From an optimization exercise on the open Yosys and OpenROAD flow, aimed at small area, a short achievable clock period and few clock cycles; shortcuts taken in it are not production practice.
The RTL was checked by simulation tests, not by an equivalence proof against the original design.
Power figures rest on the tool's default switching activity, not on a simulated workload.

## sscs_core
module sscs_core (
    input  wire        clk,
    input  wire        rst,
    input  wire        cmd_valid,
    input  wire [2:0]  cmd_op,
    input  wire [3:0]  cmd_idx,
    input  wire [15:0] cmd_data,
    output wire        cmd_ready,
    input  wire        intr,
    input  wire [3:0]  dbg_idx,
    output wire [15:0] dbg_rdata,
    output reg         halted,
    output reg         running,
    output reg  [2:0]  stop,
    output reg  [2:0]  stop_kind,
    output wire        mem_req,
    output wire        mem_we,
    output wire [11:0] mem_addr,
    output wire [15:0] mem_wdata,
    input  wire [15:0] mem_rdata,
    input  wire        mem_ack,
    output reg         trace_valid,
    output reg  [15:0] trace_pc,
    output reg  [15:0] trace_word,
    output reg  [2:0]  trace_fault,
    output wire        out_valid,
    output wire        out_end,
    output wire [7:0]  out_data
);
Size: about 21000 µm² of cells after synthesis.
export LEC_CHECK = 0
export CAP_MARGIN = 20
export CORE_MARGIN = 2
export CORE_UTILIZATION = 50
export SLEW_MARGIN = 20
create_clock -name core_clock -period 12.0 [get_ports {clk}]
standard.sh (not shown) runs the stock make flow with config.mk's settings and CLKGATE_MAP_FILE= SYNTH_SCRIPT=/design/flow/synth_recipe.tcl, a recipe that flattens the netlist after the stock synthesis.
==> flow/flow/run.sh <==
#!/bin/bash
set -euo pipefail
here=$(pwd)
bash standard.sh SETUP_SLACK_MARGIN=5.5 PRE_GLOBAL_PLACE_TCL="$here/flow/pre_global_place.tcl" finish > standard.log 2>&1
==> flow/flow/pre_global_place.tcl <==
# Runs at the start of ORFS's global placement step, before buffer_ports puts a
# buffer on every input and output port. Hiding the delay cells for this step
# makes buffer_ports use a plain buffer; later steps see the usual cell list.
set_dont_use [get_lib_cells {sky130_fd_sc_hd__clkdlybuf4s* sky130_fd_sc_hd__dlygate* sky130_fd_sc_hd__dlymetal*}]
Testbench counts at the start, summed over its fixed seeds: cycles 53,508.
Rerun with:
==> flow/flow/run.sh (replaced) <==
#!/bin/bash
set -euo pipefail
bash standard.sh SETUP_SLACK_MARGIN=5.4 finish > standard.log 2>&1
Settings changed: CORE_UTILIZATION 50 to 52.
removed: flow/flow/pre_global_place.tcl
The new run went through all stages and came out clean. Worst hold slack gets worse by 0.016 ns. Clock power decreases by a few percent. Combinational power increases by a few percent.

* * *

run 1:
sscs_core, a different RTL version from the one above (not shown whole).
Size in the first run: ~260 flip-flops, about 150 I/O pins, roughly 0.021 sq mm of cells after synthesis.
clock: 12.0 ns
lec_check: 0
cap_margin: 20
core_margin: 2
core_utilization: 52
setup_slack_margin: 5
slew_margin: 20
run.sh (not shown) runs the stock make flow with config.mk's settings and CLKGATE_MAP_FILE= SYNTH_SCRIPT=/design/flow/synth_recipe.tcl, a recipe that flattens the netlist after the stock synthesis.
Stock flow here: none of the scripts above is used.
Run 1 completed; timing, DRC and antenna clean
Testbench counts of run 1, summed over its fixed seeds: cycles 52,093.
### run 1 -> run 2
==> flow/flow/run.sh (new file) <==
#!/bin/bash
set -euo pipefail
here=$(pwd)
bash standard.sh SETUP_SLACK_MARGIN=5.4 PRE_GLOBAL_PLACE_TCL="$here/flow/pre_global_place.tcl" finish > standard.log 2>&1
==> flow/flow/pre_global_place.tcl (new file) <==
# Runs at the start of ORFS's global placement step, before buffer_ports puts a
# buffer on every input and output port. Hiding the delay cells for this step
# makes buffer_ports use a plain buffer; later steps see the usual cell list.
set_dont_use [get_lib_cells {sky130_fd_sc_hd__clkdlybuf4s* sky130_fd_sc_hd__dlygate* sky130_fd_sc_hd__dlymetal*}]
==> flow/standard.sh (new file) <==
#!/bin/bash
# synth_recipe.tcl (not shown) runs the flow's synth.tcl, then flattens the netlist and writes it again
# the make line also repeats each setting of config.mk as NAME=value (left out here)
make -C /OpenROAD-flow-scripts/flow DESIGN_CONFIG=/design/flow/config.mk WORK_HOME=/design/flow/orfs CLKGATE_MAP_FILE= SYNTH_SCRIPT=/design/flow/synth_recipe.tcl "${@:-finish}"
--- a/flow/config.mk
+++ b/flow/config.mk
@@ -9,4 +9,3 @@
 export CORE_MARGIN = 2
-export CORE_UTILIZATION = 52
-export SETUP_SLACK_MARGIN = 5
+export CORE_UTILIZATION = 48
 export SLEW_MARGIN = 20
removed: flow/run.sh
## What came out
Cmp run 1 and run 2 / post-layout net count / higher: run 2
Run 2 finished every step from synthesis to the final layout, and the layout passed the timing, design-rule and antenna checks.
Final cell area excluding filler cells: run 2 vs run 1 up about 3%
Post-route met1 wirelength went up by more than 10% going from run 1 to run 2.
Relative to run 1, the internal portion of total power of run 2 is higher by about 1.1%.
Run 2 against run 1: combinational share of power grew by 1.7 points, number of gates resized after CTS rose by 110%.
Relative to run 1, register-to-register slack increased by 0.30 ns in run 2.
Count of vias placed by the detailed router: run 1 and run 2 compared, lower one is run 1
--- input diff run 2..run 3 ---
==> flow/flow/run.sh <==
#!/bin/bash
set -euo pipefail
bash standard.sh SETUP_SLACK_MARGIN=6.0 finish > standard.log 2>&1
--- a/flow/config.mk
+++ b/flow/config.mk
@@ -9,3 +9,3 @@
 export CORE_MARGIN = 2
-export CORE_UTILIZATION = 48
+export CORE_UTILIZATION = 60
 export SLEW_MARGIN = 20
removed: flow/flow/pre_global_place.tcl
Run 3 is listed as incomplete: the tool reported an error in 5_1_grt and the run ended there.
Routability congestion estimate from global placement grows by a little under 10% when moving from run 2 to run 3.
Diff run 3..run 2 | clock sink total | unchanged
Looking at post-cts repair resize count, run 3 sits 357 higher than run 2 does.

static timing again, ports no longer ideal:
No port has a modelled driver above. Below, the same layouts with a new extraction and two added sets of constraints.
Step 1 assumes that a clkbuf_16 drives the clock port and a buf_2 every other input.
Step 2 moves the port delays by t, midway between the first and last clock arrival at a register: inputs arrive t later, outputs are due t later. That takes back most of the time a late clock gives input paths.
Slacks: ideal ports / drivers / drivers and shift; pairs: ideal ports / drivers.
| run | shift t [ns] | setup slack, ns | cell pins on the clock port's net |
|---|---|---|---|
| the first run of note 1 | 0.671 | 5.440 / 5.389 / 5.415 | 1 |
| the second run of note 1 | 0.668 | 5.373 / 5.315 / 5.399 | 1 |
| run 1 | 0.675 | 4.971 / 4.913 / 4.944 | 1 |
| run 2 | 0.668 | 5.300 / 5.241 / 5.123 | 1 |
After both steps setup and hold are still met in every run listed. For run 2, which loses most, drivers alone change the setup slack by -0.059 ns; drivers and shift together by -0.177 ns.
